This design comes from an exercise in tuning for small area, a short achievable clock period and few clock cycles per item on the open sky130 flow, not from production work. In this exercise RTL edits were held to simulation tests only and were not proved equivalent to the original.

==> flow/design.v, too long to show whole: its modules and the start of the top module <==
// module fp32_mul: 75 lines
// module fp32_mul_decay: 21 lines
// module mul24: 1249 lines
// module mul24_decay: 423 lines
// module fp32_add: 87 lines
// module add_bk: 33 lines
// module lac_mma: 95 lines
module lac_mma (
    input  wire        clk,
    input  wire        rst_n,
    input  wire        in_valid,
    output wire        in_ready,
    input  wire        in_op,
    input  wire [31:0] in_a,
    input  wire [31:0] in_b,
    input  wire [31:0] in_c,
    input  wire [31:0] in_d,
    output reg         out_valid,
    input  wire        out_ready,
    output reg  [31:0] out_data
);
  // ...
==> flow/flow/run.sh <==
#!/bin/bash
# The standard layout, with the port buffers made of buf_2 cells instead of
# the delay buffers buffer_ports picks by default. Everything else is
# standard.sh unchanged (synthesis included).
set -euo pipefail
bash standard.sh 'BUFFER_PORTS_ARGS=-buffer_cell sky130_fd_sc_hd__buf_2' finish > standard_flow.log 2>&1
==> flow/standard.sh <==
#!/bin/bash
# synth_recipe.tcl (not shown) runs the flow's synth.tcl, then flattens the netlist and writes it again
# the make line also repeats each setting of config.mk as NAME=value (left out here)
make -C /OpenROAD-flow-scripts/flow DESIGN_CONFIG=/design/flow/config.mk WORK_HOME=/design/flow/orfs CLKGATE_MAP_FILE= SYNTH_SCRIPT=/design/flow/synth_recipe.tcl "${@:-finish}"
==> flow/config.mk <==
export PLATFORM = sky130hd
export DESIGN_NAME = lac_mma
export DESIGN_NICKNAME = lac_mma
export VERILOG_FILES = /design/flow/design.v
export SDC_FILE = /design/flow/constraint.sdc
export NUM_CORES = 4
export LEC_CHECK = 0
export ABC_AREA = 1
export CAP_MARGIN = 20
export CORE_MARGIN = 2
export CORE_UTILIZATION = 55
export CTS_CLUSTER_DIAMETER = 100
export CTS_CLUSTER_SIZE = 30
export SLEW_MARGIN = 20
==> flow/constraint.sdc <==
create_clock -name core_clock -period 75.0 [get_ports {clk}]
set_input_delay 15.0000 -clock core_clock [delete_from_list [all_inputs] [get_ports {clk}]]
set_output_delay 15.0000 -clock core_clock [all_outputs]
set_load 0.01 [all_outputs]
==> run summary, run 1 <==
The critical path ends at in_ready. The portion of the post-synthesis area used by sequential elements came out at 16.0%.

The final standard cell area without fillers came out at 70400 sq um. The share of the clock period used by the worst path after layout is 21.6%. The share of the final layout cell area in multi-input gates is 70.9%. The flow ran to the end and the layout has no timing, DRC or antenna violations. In this run the worst path has a maximum fanout of 6. The launch point of the critical path is go$_SDFF_PN1_. The worst setup slack after placement is 58660 ps. In this run the number of H-tree levels came out at 1.

The critical path depth is 1. STA classifies the critical path startpoint as a flop. The number of ordinary inverters in the final layout came out at 1332. Measured in cells, the most critical reg-to-reg path has a length of 65. The cell type group with the largest total delay on the critical path is flip-flops.

The filler cells instantiated in the layout total 11712. The slack of the worst reg-to-reg path is 59400 ps. The count of antenna diodes in the layout came out at 1. Once layout is complete, the utilization of the core stands at 57.9%. The layout buffering overhead excluding clock cells is 2.73%. For the worst-skew pair, the clock arrives at the later sink with an insertion delay of 650 ps. Setup repair after global routing left no endpoint under its margin. The core footprint came out at 122000 sq um. The measured slew at the worst slew-check pin is 1190 ps.
Testbench counts, summed over its fixed seeds: cycles 9,632, items 9,600.
==> run 2: changes to the inputs <==
--- a/flow/design.v
+++ b/flow/design.v
@@ -1336,17 +1336,17 @@
     wire w1198 = w1064 ^ 1'b1;
     wire w1196 = w1198 ^ w1062;
     wire w1197 = (w1064 & 1'b1) | (w1198 & w1062);
     wire w1201 = w312 ^ w336;
     wire w1199 = w1201 ^ w1065;
     wire w1200 = (w312 & w336) | (w1201 & w1065);
     wire [47:0] r0 = {w1199, w1196, w1193, w1190, w1187, w1184, w1181, w1178, w1175, w1172, w1169, w1166, w1163, w1160, w1157, w1154, w1151, w1148, w1145, w1142, w1139, w1136, w1133, w1130, w1127, w1124, w1121, w1118, w1115, w1112, w1109, w1106, w1103, w1100, w1097, w1094, w1091, w1088, w1085, w1082, w1079, w1076, w1073, w1070, w1068, w1066, w2, w1};
     wire [47:0] r1 = {w1197, w1194, w1191, w1188, w1185, w1182, w1179, w1176, w1173, w1170, w1167, w1164, w1161, w1158, w1155, w1152, w1149, w1146, w1143, w1140, w1137, w1134, w1131, w1128, w1125, w1122, w1119, w1116, w1113, w1110, w1107, w1104, w1101, w1098, w1095, w1092, w1089, w1086, w1083, w1080, w1077, w1074, w1071, w1069, w1067, bn1, 1'b0, bn0};
-    assign p = r0 + r1;
+    add_sk #(48) u_cpa (.a(r0), .b(r1), .ci(1'b0), .s(p), .co());
 endmodule
 module mul24_decay (
     input  wire [23:0] a,
     output wire [47:0] p
 );
     wire w1 = ~a[0];
     wire w2 = ~a[1];
     wire w3 = ~a[2];
@@ -1881,16 +1881,40 @@
                         g[i] = g[i] | (p[i] & g[i - d]);
                         p[i] = p[i] & p[i - d];
                     end
         end
     end
     assign s  = a ^ b ^ {g[W-2:0], ci};
     assign co = g[W-1];
 endmodule
+module add_sk #(parameter W = 32) (
+    input  wire [W-1:0] a,
+    input  wire [W-1:0] b,
+    input  wire         ci,
+    output wire [W-1:0] s,
+    output wire         co
+);
+    reg [W-1:0] g, p;
+    integer l, i, d;
+    always @* begin
+        p = a ^ b;
+        g = (a & b) | {{(W-1){1'b0}}, p[0] & ci};
+        for (l = 0; (1 << l) < W; l = l + 1) begin
+            d = 1 << l;
+            for (i = W - 1; i >= 0; i = i - 1)
+                if ((i / d) % 2 == 1) begin
+                    g[i] = g[i] | (p[i] & g[(i / d) * d - 1]);
+                    p[i] = p[i] & p[(i / d) * d - 1];
+                end
+        end
+    end
+    assign s  = a ^ b ^ {g[W-2:0], ci};
+    assign co = g[W-1];
+endmodule
 module lac_mma (
     input  wire        clk,
     input  wire        rst_n,
     input  wire        in_valid,
     output wire        in_ready,
     input  wire        in_op,
     input  wire [31:0] in_a,
     input  wire [31:0] in_b,
==> flow/config.mk (replaced) <==
export PLATFORM = sky130hd
export DESIGN_NAME = lac_mma
export DESIGN_NICKNAME = lac_mma
export VERILOG_FILES = /design/flow/design.v
export SDC_FILE = /design/flow/constraint.sdc
export NUM_CORES = 4
export LEC_CHECK = 0
export ABC_AREA = 1
export CAP_MARGIN = 20
export CORE_MARGIN = 2
export CORE_UTILIZATION = 40
export SLEW_MARGIN = 20
==> run summary, run 2 <==
The biggest area contributor in the post-synthesis netlist is sky130_fd_sc_hd__fa_1. The final routed wire length divided by cell count came out at 21.5 um. The core footprint came out at 163000 sq um (+34%). The worst relative slew slack is 21.6%. The number of nets still failing antenna checks after routing is 0. In the final layout, flip-flops and latches occupy 10700 sq um. The largest stage delay on the critical path came out at 480 ps.

The number of flops mapped to enable cells by yosys is 353. The flow ran to the end and the layout has no timing, DRC or antenna violations. For this design, the slowest cell found on the critical path is sky130_fd_sc_hd__dfxtp_1. The cell area that synthesis handed to floorplanning was 65600 sq um.

The measured slew at the worst slew-check pin is 1180 ps (-15.7 ps). The count of endpoints failing hold in the final timing report came out at 0. Setup repair after global routing left no endpoint under its margin. The number of gates given a new drive strength after cts came out at 0.

Traced cell by cell, the critical path runs through buf_2. The share of the clock period used by the worst path after layout is 21.8% (+0.21 points). The cell count after synthesis came out at 8568. STA puts the critical path data required time at 60000 ps. The per-cell via count in the routed design is 5.67.

Counting both buffers and inverters, the worst setup path holds a total of 1. The area added between synthesis and finish is 7.07%. The count of state elements after synthesis is 359. The standard-cell row count is 148. The setup total negative slack came out at 0 ps. The quantity of I/O buffers inserted on ports came out at 166. The global-route wire length before repair came out at 355000 um. For this run, the top clock speed supported by timing is 0.0612 GHz. The critical path startpoint category is a flop. Clock skew on the completed layout was measured at 103 ps. After global routing the overflow that remains totals 0. The filler cell count in the final layout is 16504 (+41%). Sorting the synthesized cells by how often they occur yields 1508 x sky130_fd_sc_hd__nand2_1, 1236 x sky130_fd_sc_hd__inv_1, 702 x sky130_fd_sc_hd__xor2_1, 687 x sky130_fd_sc_hd__nand3_1, 622 x sky130_fd_sc_hd__fa_1. After clock tree synthesis, the flow added hold-fix buffers numbering 0. The number of nets in the final layout came out at 9816. By startpoint and endpoint, the worst setup path is classified as reg2out. The worst hold path was traced through 0 stages. The worst reg2reg path depth came out at 65 (unchanged). STA classifies the critical path endpoint as an output port. The number of distinct standard cells referenced by the synthesized netlist came out at 85. The cell family contributing the most delay on the critical path is flip-flops. The number of global-route vias before repair came out at 59833. In the post-synthesis netlist, the biggest area contributors are sky130_fd_sc_hd__fa_1 19%, sky130_fd_sc_hd__edfxtp_1 16%, sky130_fd_sc_hd__ha_1 10%. The cell at the root of the clock tree is sky130_fd_sc_hd__clkbuf_16. The number of placed cells counting well taps is 10652. The max-cap check violation count came out at 0. The arrival time at the worst endpoint came out at 1350 ps.

The global-route usage over all layers is 27.1%. Among all cell types in the netlist, the one instantiated most often is sky130_fd_sc_hd__nand2_1. The number of failing setup endpoints in the final timing report came out at 0. Synthesis produced a netlist with a net count of 9861. For hold timing, the worst endpoint is s2[9]$_DFFE_PP_. The largest net degree at the start of global routing is 75.

The HPWL reported at the end of detailed placement is 175000 um. CTS saw 359 sinks. In the routed design, unresolved DRC markers number 0.

Leaving out fill and tap cells, the most frequent cell in the layout is sky130_fd_sc_hd__nand2_1. The share of flip-flops with an asynchronous set or reset came out at 0%. The detailed router placed 60907 vias in this run. The synthesized design devotes to its leading area cell type 19.0% of total area. TritonCTS built the clock tree.

The detailed router finished its first iteration with 6369 violations. The area of the die is 167000 sq um. The total detailed-routing wirelength is 231000 um. Leaving out fill and tap cells, the most frequent cells in the layout are 1504 x sky130_fd_sc_hd__nand2_1, 1235 x sky130_fd_sc_hd__inv_1, 702 x sky130_fd_sc_hd__xor2_1. The startpoint identified for the worst hold timing path is s1[9]$_DFFE_PP_.

The clock slew seen by the registers of the worst setup and hold paths is 80 ps. The post-route netlist has 7.13% of its cells at a drive strength greater than 1. The slack of the worst reg-to-reg path is 59130 ps (-270 ps). The synthesized area per cell came out at 7.66 sq um. Measured along the y axis, the die boundary spans 409 um. The horizontal die dimension came out at 409 um. The total setup buffers inserted after CTS is 0. The endpoint identified for the worst register-to-register timing path is m1[29]$_SDFFCE_PP1P_. The total number of H-tree levels came out at 2 (+1). The combined area of the multi-input logic cells is 48400 sq um. Clock tree synthesis inserted a total of 44 buffers. The clock insertion delay at the later pin of the skew report came to 690 ps (+40 ps).

The starting density of the core is 40.3%. The largest fanout of any net on the critical path is 6 (unchanged). The initial antenna violation count is 16. The shortest clock period the worst path allows after layout is 16350 ps. The startpoint identified for the worst register-to-register timing path is op0$_DFFE_PP_. The congestion estimate from routability-driven global placement came to 0.961.

The Yosys warning count came out at 7. The number of I/O pins is 167. The count of placed standard cells in the final layout, fillers left out came out at 10734.

The portion of the post-synthesis area used by sequential elements came out at 16.3% (+0.39 points). The max-slew violation count is 0. The most used flip-flop cell after synthesis is sky130_fd_sc_hd__edfxtp_1. The first-pass detailed-route iteration total came out at 6.

The clock passes through at most 3 buffers. The type of the most critical hold path is reg2reg.
-- run 2: changes by cell type in the layout (fill, tap and decap cells not counted), moves of 12 or more --
cell	previous run	this run
sky130_fd_sc_hd__a21oi_1	276	235
sky130_fd_sc_hd__a31oi_1	54	41
sky130_fd_sc_hd__buf_4	144	161
sky130_fd_sc_hd__clkbuf_16	22	44
sky130_fd_sc_hd__inv_1	1268	1235
sky130_fd_sc_hd__nand2_1	1644	1504
sky130_fd_sc_hd__nand2_2	50	27
sky130_fd_sc_hd__nor2_1	633	534
sky130_fd_sc_hd__nor3_1	40	52
sky130_fd_sc_hd__o21ai_0	426	398
sky130_fd_sc_hd__xor2_1	729	702
-- run 2: worst max path at each step --
stage,start,end,depth (start not counted)
finish,go$_SDFF_PN1_,in_ready,1
global placement,out_ready,sk_valid$_SDFF_PN0_,9
floorplan,out_ready,sk_data[0]$_DFFE_PP_,3
global route,op0$_DFFE_PP_,m1[29]$_SDFFCE_PP1P_,65
detailed placement,out_ready,sk_valid$_SDFF_PN0_,9
CTS,go$_SDFF_PN1_,in_ready,1
-- run 2: cell type report --
| cell class | count | share of cell area (%) |
|---|---|---|
| multi-input cells | 6492 | 68.9 |
| flip-flops and latches | 359 | 15.3 |
| inverters | 1299 | 6.95 |
| well taps | 2175 | 3.87 |
| repair buffers | 327 | 2.90 |
| clock buffers | 53 | 1.62 |
| clock inverters | 25 | 0.486 |
| diodes | 4 | 0.0142 |
-- run 2: per-stage QoR --
| stage | setup WS, ps | cell area, sq um | utilization, % | hold slack (ps) |
|---|---|---|---|---|
| global route | 58030 | 70200 | 43.2 | 423 |
| floorplan | 57320 | 65600 | - | 400 |
| finish | 58650 | 70200 | 43.2 | 417 |
| detailed placement | 58560 | 68800 | 42.2 | 405 |
| CTS | 58600 | 70200 | 43.1 | 418 |
| global placement | 58530 | 68800 | 42.2 | 406 |
-- run 2: logic make-up after synthesis --
logic type	share of synthesized area [%]
flip-flops	16.3
multiplexers	0.290
adder cells (fa/ha/maj)	29.2
AND/OR/NAND/NOR	20.5
AO/OA/AOI/OAI	13.0
XOR/XNOR	10.6
buffers and inverters	10.1
-- run 2: per-layer routing --
metal	up-vias	track usage (%)	part of all wire, %	routed length [um]
met3	604	6.50	10	23900
met5	-	0	0.047	109
met4	18	9.94	4.2	9650
met1	29228	37.8	44	100000
met2	2902	40.7	42	96500
li1	28155	-	-	-
Testbench counts of run 2, summed over its fixed seeds: cycles 9,632, items 9,600.
==> module lac_mma, before the edit <==
module lac_mma (
    input  wire        clk,
    input  wire        rst_n,
    input  wire        in_valid,
    output wire        in_ready,
    input  wire        in_op,
    input  wire [31:0] in_a,
    input  wire [31:0] in_b,
    input  wire [31:0] in_c,
    input  wire [31:0] in_d,
    output reg         out_valid,
    input  wire        out_ready,
    output reg  [31:0] out_data
);
    localparam [31:0] DECAY = 32'h3F7F5C29;
    localparam [31:0] CW    = 32'h3B23D70A;
    reg go;
    assign in_ready = go;
    reg        v0, op0;
    reg [31:0] a0, b0, c0, d0;
    always @(posedge clk) begin
        if (!rst_n)
            v0 <= 1'b0;
        else if (go)
            v0 <= in_valid;
    end
    always @(posedge clk) begin
        if (go || !v0) begin
            op0 <= in_op;
            a0  <= in_a;
            b0  <= in_b;
            c0  <= in_c;
            d0  <= in_d;
        end
    end
    wire [31:0] t_decay, t_m1;
    fp32_mul_decay u_decay (.a(a0), .y(t_decay));
    fp32_mul u_m1    (.a(op0 ? b0 : CW),    .b(op0 ? c0 : b0),  .y(t_m1));
    reg        v1;
    reg [31:0] m1, z1, s1;
    always @(posedge clk) begin
        if (!rst_n)
            v1 <= 1'b0;
        else if (go)
            v1 <= v0;
    end
    always @(posedge clk) begin
        if (go || !v1) begin
            m1 <= t_m1;
            z1 <= op0 ? d0 : c0;
            s1 <= op0 ? a0 : t_decay;
        end
    end
    wire [31:0] t_m2;
    fp32_mul u_m2 (.a(m1), .b(z1), .y(t_m2));
    reg        v2;
    reg [31:0] m2, s2;
    always @(posedge clk) begin
        if (!rst_n)
            v2 <= 1'b0;
        else if (go)
            v2 <= v1;
    end
    always @(posedge clk) begin
        if (go || !v2) begin
            m2 <= t_m2;
            s2 <= s1;
        end
    end
    wire [31:0] t_sum;
    fp32_add u_add (.a(s2), .b(m2), .y(t_sum));
    wire push = go && v2;
    wire pop  = out_valid && out_ready;
    reg        sk_valid;
    reg [31:0] sk_data;
    wire out_valid_n = sk_valid | push | (out_valid & ~pop);
    wire sk_valid_n  = out_valid & sk_valid & ~pop | (out_valid & (sk_valid | ~pop) & push);
    always @(posedge clk) begin
        if (!rst_n) begin
            out_valid <= 1'b0;
            sk_valid  <= 1'b0;
            go        <= 1'b1;
        end else begin
            out_valid <= out_valid_n;
            sk_valid  <= sk_valid_n;
            go        <= ~(out_valid_n & sk_valid_n);
        end
    end
    always @(posedge clk) begin
        if (!out_valid || pop)
            out_data <= sk_valid ? sk_data : t_sum;
        if (go && v2 && out_valid && !out_ready)
            sk_data <= t_sum;
    end
endmodule
==> run 3: changes to the inputs <==
--- a/flow/design.v
+++ b/flow/design.v
@@ -1948,5 +1948,5 @@
     wire [31:0] t_decay, t_m1;
     fp32_mul_decay u_decay (.a(a0), .y(t_decay));
-    fp32_mul u_m1    (.a(op0 ? b0 : CW),    .b(op0 ? c0 : b0),  .y(t_m1));
+    fp32_mul u_m1    (.a(b0), .b(op0 ? c0 : CW), .y(t_m1));
     reg        v1;
     reg [31:0] m1, z1, s1;
==> run summary, run 3 <==
The run finished with no timing, DRC or antenna violations. The number of global-route vias before repair came out at 59871 (+0.064%).

By area the synthesized netlist is led by sky130_fd_sc_hd__fa_1 19%, sky130_fd_sc_hd__edfxtp_1 16%, sky130_fd_sc_hd__ha_1 10%. The buffer and inverter count on the worst path is 1 (unchanged). The Yosys warning count is 7 (unchanged).

The number of DRC markers after the initial detailed-route iteration came out at 6422 (+0.83%). The share of final-layout standard cells stronger than drive strength 1 is 7.51% (+0.38 points). The global-route usage over all layers came out at 27.5% (+0.38 points). The area added between synthesis and finish is 6.98% (about the same).

In this run the worst hold path is classified as reg2reg. The final routed wire length divided by cell count came out at 21.9 um (+1.9%). The number of hold-repair buffers added at the cts stage came to 0 (unchanged).

The final clock skew is 50.0 ps (-53.2 ps). Setup repair after global routing left no endpoint under its margin. The area of placed instances is 68800 sq um (about the same). The count of antenna diodes in the layout came out at 0 (-4). The horizontal die dimension came out at 410 um (+0.15%). The commonest cells after synthesis are 1483 x sky130_fd_sc_hd__nand2_1, 1243 x sky130_fd_sc_hd__inv_1, 718 x sky130_fd_sc_hd__nand3_1, 705 x sky130_fd_sc_hd__xor2_1, 622 x sky130_fd_sc_hd__fa_1. The arrival time at the worst endpoint came to 1230 ps (-120 ps). The dominant synthesized flop cell is sky130_fd_sc_hd__edfxtp_1.

The area share of the largest cell type after synthesis is 18.9% (-0.059 points). The startpoint of the lowest-slack hold path is s1[22]$_DFFE_PP_. The number of nets still failing antenna checks after routing is 0 (unchanged).

The clock insertion delay at the later pin of the skew report is 690 ps (about the same). The final design utilization is 43.2% (about the same). The total number of H-tree levels came to 2 (unchanged). The post-route met1 wirelength came to 98600 um (-1.9%). The standard-cell row count is 148 (unchanged). STA classifies the critical path endpoint as an output port.

The cell type of the slowest stage on the worst timing path is sky130_fd_sc_hd__dfxtp_1. The total length of routed met2 wires came out at 98400 um (+2.0%). The total setup buffers inserted after CTS was 0 (unchanged). Walking the worst path, the cells encountered are buf_2. The cell at the root of the clock tree is sky130_fd_sc_hd__clkbuf_16. The number of distinct standard cells referenced by the synthesized netlist is 79 (-7.1%).

The total detailed-routing wirelength came to 234000 um (+1.5%). The portion of the post-synthesis area used by sequential elements came to 16.3% (-0.051 points).

The length of routed met3 wiring came out at 24800 um (+3.5%). The number of failing setup endpoints in the final timing report is 0 (unchanged). The number of clock sinks seen by CTS came out at 359 (unchanged).

The max-cap check violation count is 0 (unchanged). The initial antenna violation count came out at 7 (-9). The largest fanout of any net on the critical path was 6 (unchanged).

The number of I/O pins came out at 167 (unchanged). The number of flops mapped to enable cells by yosys was 353 (unchanged). The die height was 410 um (+0.15%). The DRC violations left is 0 (unchanged).

By instance count, the leading cell after synthesis is sky130_fd_sc_hd__nand2_1. The global-route wire length before repair is 359000 um (+1.2%). The critical path startpoint category is a flop. The per-cell via count in the routed design is 5.70 (+0.44%). The final weighted congestion in routability-driven placement is 0.978 (+1.7%).

The first-pass detailed-route iteration total is 6 (unchanged). The library cells used most frequently in the layout, excluding fill and tap cells, are 1480 x sky130_fd_sc_hd__nand2_1, 1242 x sky130_fd_sc_hd__inv_1, 718 x sky130_fd_sc_hd__nand3_1.

After detailed routing, no signal wire sits above met5. The synthesized design spends more area on one cell type than any other, namely sky130_fd_sc_hd__fa_1. The post-synth net total came out at 9813 (-0.49%). The share of the clock period used by the worst path after layout is 21.6% (-0.16 points). The setup total negative slack was 0 ps (unchanged). The largest net degree at the start of global routing came out at 102 (+36%). The total number of vias is 60942 (+0.057%).

The starting density of the core was 40.3% (about the same). The area of the die was 168000 sq um (+0.31%). The worst hold slack came out at 399 ps (-17.3 ps). The shortest clock period the worst path allows after layout is 16230 ps (-118 ps).

The TritonCTS clock tree is done. The worst register-to-register path begins at op0$_DFFE_PP_. The largest buffer count on any clock path came out at 3 (unchanged).

The final standard cell area without fillers was 70400 sq um (+0.24%). The worst relative slew slack is 22.7% (+1.1 points). Among cell families on the critical path, the largest total delay comes from flip-flops.

The critical path starts at go$_SDFF_PN1_. Leaving out fill and tap cells, the most frequent cell in the layout is sky130_fd_sc_hd__nand2_1. The max-slew violation count is 0 (unchanged).

The count of endpoints failing hold in the final timing report came out at 0 (unchanged). The data required time of the critical path is 60000 ps (about the same). The quantity of I/O buffers inserted on ports is 166 (unchanged).

The count of state elements after synthesis came to 359 (unchanged). The measured slew at the worst slew-check pin was 1150 ps (-22.1 ps). The number of nets in the final layout is 9774 (-0.43%). The total overflow reported by the global router came to 0 (unchanged). The combined area of all synthesized cells is 65800 sq um (+0.31%).

The largest stage delay on the critical path is 420 ps (-60 ps). The peak clock frequency supported by timing came to 0.0616 GHz (+0.73%). The clock slew seen by the registers of the worst setup and hold paths is 60 ps (-20 ps). The HPWL reported at the end of detailed placement came out at 177000 um (+1.4%).

The share of flip-flops with an asynchronous set or reset is 0% (unchanged). By startpoint and endpoint, the worst setup path is classified as reg2out. The number of gates given a new drive strength after cts came out at 0 (unchanged). The total clock buffers created by CTS is 46 (+4.5%). The core footprint came out at 163000 sq um (+0.23%).

The synthesized area per cell is 7.72 sq um (+0.88%). The count of mapped cells out of synthesis came out at 8520 (-0.56%).
[run 3: changes by cell type after synthesis, sizes merged, moves of 8 or more]
cell    change
nand3      +42
o32ai       +8
nor2       -40
clkinv     +17
nand4       +8
o21ai      -82
or2        -12
and2        +8
xor2        +9
nand2       -9
and3        -9
[run 3: kinds of logic (layout without fill, tap and decap cells)]
family | Yosys count | after routing | share of synthesized area (%)
compound gates | 1364 | 1364 | 12.4
xor+xnor | 800 | 800 | 10.8
fa+ha+maj | 1160 | 1160 | 29.1
buf+inv | 1736 | 1734 | 10.4
flops | 359 | 359 | 16.3
mux | 22 | 22 | 0.335
simple gates | 3079 | 3079 | 20.7
[run 3: worst paths after layout]
check	slack, ps	to	cells after the start
max reg2reg	60010	m1[0]$_SDFFCE_PP0P_	64
max	58770	in_ready	1
min	400	s2[22]$_DFFE_PP_	0
min reg2reg	400	s2[22]$_DFFE_PP_	0
[run 3: final cells by class]
class	instances	area, sq um
Fill cell	16667	92700
Clock inverter	34	417
Sequential cell	359	10700
Tap cell	2175	2720
Inverter	1317	4940
Multi-Input combinational cell	6425	48300
Clock buffer	51	1170
Timing Repair Buffer	332	2100
[run 3: through the flow]
stage	cells	setup WS [ps]
after floorplan	8520	57320
after global placement	10606	58580
after detailed placement	10606	58630
after CTS	10691	58720
after global routing	10693	58720
final	10693	58770
[run 3: routing by layer]
metal / global-route usage [%] / vias to the layer above
li1: - / 28018
met1: 37.2 / 29199
met2: 41.3 / 3076
met3: 6.70 / 639
met4: 12.6 / 10
met5: 0 / -
Testbench counts of run 3, summed over its fixed seeds: cycles 9,632, items 9,600.
==> run 4: changes to the inputs <==
--- a/flow/config.mk
+++ b/flow/config.mk
@@ -9,4 +9,6 @@
 export CAP_MARGIN = 20
 export CORE_MARGIN = 2
-export CORE_UTILIZATION = 40
+export CORE_UTILIZATION = 55
+export CTS_CLUSTER_DIAMETER = 100
+export CTS_CLUSTER_SIZE = 30
 export SLEW_MARGIN = 20
==> run summary, run 4 <==
The flow ran to the end and the layout has no timing, DRC or antenna violations. The number of I/O pins came to 167 (unchanged). The standard-cell row count came out at 126 (-15%). The HPWL reported at the end of detailed placement was 172000 um (-3.2%). The area share of the largest cell type after synthesis is 18.9% (unchanged). The number of distinct standard cells referenced by the synthesized netlist is 79 (unchanged). The buffer and inverter count on the worst path is 1 (unchanged). TritonCTS built the clock tree. In this run the worst hold path is classified as reg2reg. The shortest clock period the worst path allows after layout came to 16210 ps (-26.7 ps).

The worst relative slew slack is 15.8% (-6.9 points). The count of state elements after synthesis came out at 359 (unchanged). The core footprint is 118000 sq um (-27%).

The count of mapped cells out of synthesis is 8520 (unchanged). The total detailed-routing wirelength came out at 225000 um (-4.1%). The quantity of I/O buffers inserted on ports came out at 166 (unchanged). The total number of vias came out at 60603 (-0.56%). Clock tree synthesis selected as its root buffer the cell sky130_fd_sc_hd__clkbuf_16. The global-route usage over all layers is 36.6% (+9.1 points). Summed over all instances, the cell type with the most area after synthesis is sky130_fd_sc_hd__fa_1. The synthesized area per cell came out at 7.72 sq um (unchanged).

The worst hold slack came out at 428 ps (+28.4 ps). Walking the worst path, the cells encountered are buf_2. Setup repair after global routing left no endpoint under its margin. The worst setup path is launched from a flop. The per-cell via count in the routed design is 6.02 (+5.6%). The number of failing setup endpoints in the final timing report was 0 (unchanged). The number of nets in the final layout is 9742 (-0.33%). The area of the die is 122000 sq um (-27%).

The post-layout worst setup margin was 58790 ps (+26.7 ps). The DRC violations left is 0 (unchanged). sky130_fd_sc_hd__nand2_1 is the most common cell in the netlist.

The startpoint of the lowest-slack hold path is s1[11]$_DFFE_PP_. The dominant synthesized flop cell is sky130_fd_sc_hd__edfxtp_1. The worst reg2reg path depth is 60 (-6.3%). For this design, the slowest cell found on the critical path is sky130_fd_sc_hd__dfxtp_1. The combined flip-flop and latch cell area was 10700 sq um (unchanged). The final weighted congestion in routability-driven placement was 0.995 (+1.7%).

The depth of the worst hold-timing path is 0 (unchanged). The measured slew at the worst slew-check pin came out at 1260 ps (+109 ps). The total clock buffers created by CTS came out at 24 (-48%). The data required time of the critical path came out at 60000 ps (about the same).

The count of endpoints failing hold in the final timing report was 0 (unchanged). The largest buffer count on any clock path came out at 3 (unchanged). The number of placed cells counting well taps is 10023 (-5.5%). The global-route wire length before repair is 346000 um (-3.6%). The initial antenna violation count came out at 4 (-3).

The number of nets still failing antenna checks after routing came out at 0 (unchanged). Tracing the worst setup path back leads to its startpoint at go$_SDFF_PN1_. The starting density of the core was 55.6% (+15 points). The Yosys warning count was 7 (unchanged). The share of final-layout standard cells stronger than drive strength 1 came out at 7.05% (-0.46 points). The final clock skew is 61.8 ps (+11.8 ps). After synthesis, the cell types taking the most area are sky130_fd_sc_hd__fa_1 19%, sky130_fd_sc_hd__edfxtp_1 16%, sky130_fd_sc_hd__ha_1 10%. The largest fanout of any net on the critical path came out at 6 (unchanged).

The setup total negative slack is 0 ps (unchanged). The die height came out at 350 um (-15%). The count of placed standard cells in the final layout, fillers left out came out at 10066 (-5.9%). The library cells used most frequently in the layout, excluding fill and tap cells, are 1480 x sky130_fd_sc_hd__nand2_1, 1241 x sky130_fd_sc_hd__inv_1, 718 x sky130_fd_sc_hd__nand3_1. The filler cell count in the final layout came out at 11262 (-32%). The number of gates given a new drive strength after cts was 0 (unchanged).

The number of DRC markers after the initial detailed-route iteration was 6726 (+4.7%). The critical path class is reg2out. The share of the clock period used by the worst path after layout came to 21.6% (-0.036 points). The final design utilization is 58.3% (+15 points). The clock insertion delay at the later pin of the skew report came out at 650 ps (-40 ps). The total overflow reported by the global router came out at 0 (unchanged). The area added between synthesis and finish is 4.82%.

The horizontal die dimension came out at 350 um (-15%). The slack of the worst reg-to-reg path is 59450 ps (-560 ps). The portion of the post-synthesis area used by sequential elements came out at 16.3% (unchanged). The clock slew seen by the registers of the worst setup and hold paths is 100 ps (+40 ps). The largest net degree at the start of global routing came out at 95 (-6.9%).

The largest stage delay on the critical path came out at 430 ps (about the same). The first-pass detailed-route iteration total was 7 (+1). The arrival time at the worst endpoint came to 1210 ps (-20 ps). The worst setup slack after placement came out at 58650 ps (+25.8 ps). The max-slew violation count is 0 (unchanged). Grouping stages by cell kind, the critical path spends the most delay in flip-flops. The total setup buffers inserted after CTS came out at 0 (unchanged). The startpoint identified for the worst register-to-register timing path is op0$_DFFE_PP_. The critical path depth came out at 1 (unchanged). The total number of H-tree levels was 1 (-1).

The capturing element type of the critical path is an output port. The final routed wire length divided by cell count was 22.3 um (+1.9%). The number of clock sinks seen by CTS is 359 (unchanged). The post-synth net total is 9813 (unchanged). The peak clock frequency supported by timing came out at 0.0617 GHz (+0.16%). The number of flops mapped to enable cells by yosys came out at 353 (unchanged). By count the netlist is led by 1483 x sky130_fd_sc_hd__nand2_1, 1243 x sky130_fd_sc_hd__inv_1, 718 x sky130_fd_sc_hd__nand3_1, 705 x sky130_fd_sc_hd__xor2_1, 622 x sky130_fd_sc_hd__fa_1.

The combined area of the multi-input logic cells is 48300 sq um (about the same). The max-cap check violation count is 0 (unchanged). The share of flip-flops with an asynchronous set or reset is 0% (unchanged). The number of hold-repair buffers added at the cts stage is 0 (unchanged).

The combined area of all synthesized cells came out at 65800 sq um (unchanged). The library cell used most frequently in the layout, excluding fill and tap cells, is sky130_fd_sc_hd__nand2_1. The number of global-route vias before repair came out at 59571 (-0.50%).
## run 4: changes by cell type in the layout (fill, tap and decap cells not counted), sizes merged
| cell | change |
|---|---|
| bufinv | -5 |
| clkinvlp | -5 |
| clkbuf | -26 |
| diode | +3 |
| clkinv | -5 |
| buf | -10 |
| inv | -4 |
## run 4: logic make-up after synthesis
logic type               share of synthesized area (%)
multiplexers                                     0.335
AND/OR/NAND/NOR                                   20.7
XOR/XNOR                                          10.8
adder cells (fa/ha/maj)                           29.1
buffers and inverters                             10.4
flip-flops                                        16.3
AO/OA/AOI/OAI                                     12.4
## run 4: layout make-up
type / instances / area share, %
timing repair buffer: 322 / 2.91
clock inverter: 15 / 0.497
multi-input combinational: 6425 / 70.1
antenna: 3 / 0.0109
clock buffer: 25 / 0.907
sequential: 359 / 15.5
inverter: 1317 / 7.17
tap: 1600 / 2.90
## run 4: stage by stage
step           area, sq um
2_1_floorplan        65800
3_3_place_gp         68000
3_5_place_dp         68000
4_1_cts              69000
5_1_grt              69000
6_report             69000
## run 4: routing by layer
metal	vias up	wire [um]	part of all wire, %	global-route usage [%]
li1	27919	-	-	-
met1	28731	90100	40	47.9
met2	3178	96800	43	56.7
met3	771	22800	10	7.73
met4	4	14700	6.6	19.5
met5	-	30	0.013	0
## run 4: worst paths after layout
path,end
max reg2reg,m1[22]$_SDFFCE_PP1P_
min reg2reg,s2[11]$_DFFE_PP_
max,in_ready
min,s2[11]$_DFFE_PP_

-- static timing again, ports no longer ideal --
The flow's constraints put no driver on any port. The routed layouts listed below were extracted and timed again, unchanged, in two steps. Step 1 (the two cells are an assumption about what drives the block):
set clk [get_ports {clk}]
set_driving_cell -lib_cell sky130_fd_sc_hd__clkbuf_16 $clk
set_driving_cell -lib_cell sky130_fd_sc_hd__buf_2 [delete_from_list [all_inputs] $clk]
Step 2 also shifts input and output timing later by t, the mid clock arrival at the registers, as if the neighbouring blocks saw the same clock. a / b / c = ideal / step 1 / step 2; a / b = the first two.
run | t (ns) | slack for setup (ns) | worst hold slack (ns) | worst setup path at the end
run 1 | 0.699 | 58.810 / 58.732 / 58.625 | 0.425 / 0.425 / 0.425 | input to register
run 2 | 0.716 | 58.650 / 58.571 / 58.575 | 0.417 / 0.417 / 0.417 | input to register
run 3 | 0.736 | 58.768 / 58.692 / 58.633 | 0.399 / 0.399 / 0.399 | input to register
run 4 | 0.701 | 58.795 / 58.716 / 58.653 | 0.428 / 0.428 / 0.428 | input to register
After both steps setup and hold are still met in every run listed. The setup slack of run 1, which loses most, moves by -0.078 ns with the drivers and by -0.185 ns with both steps.
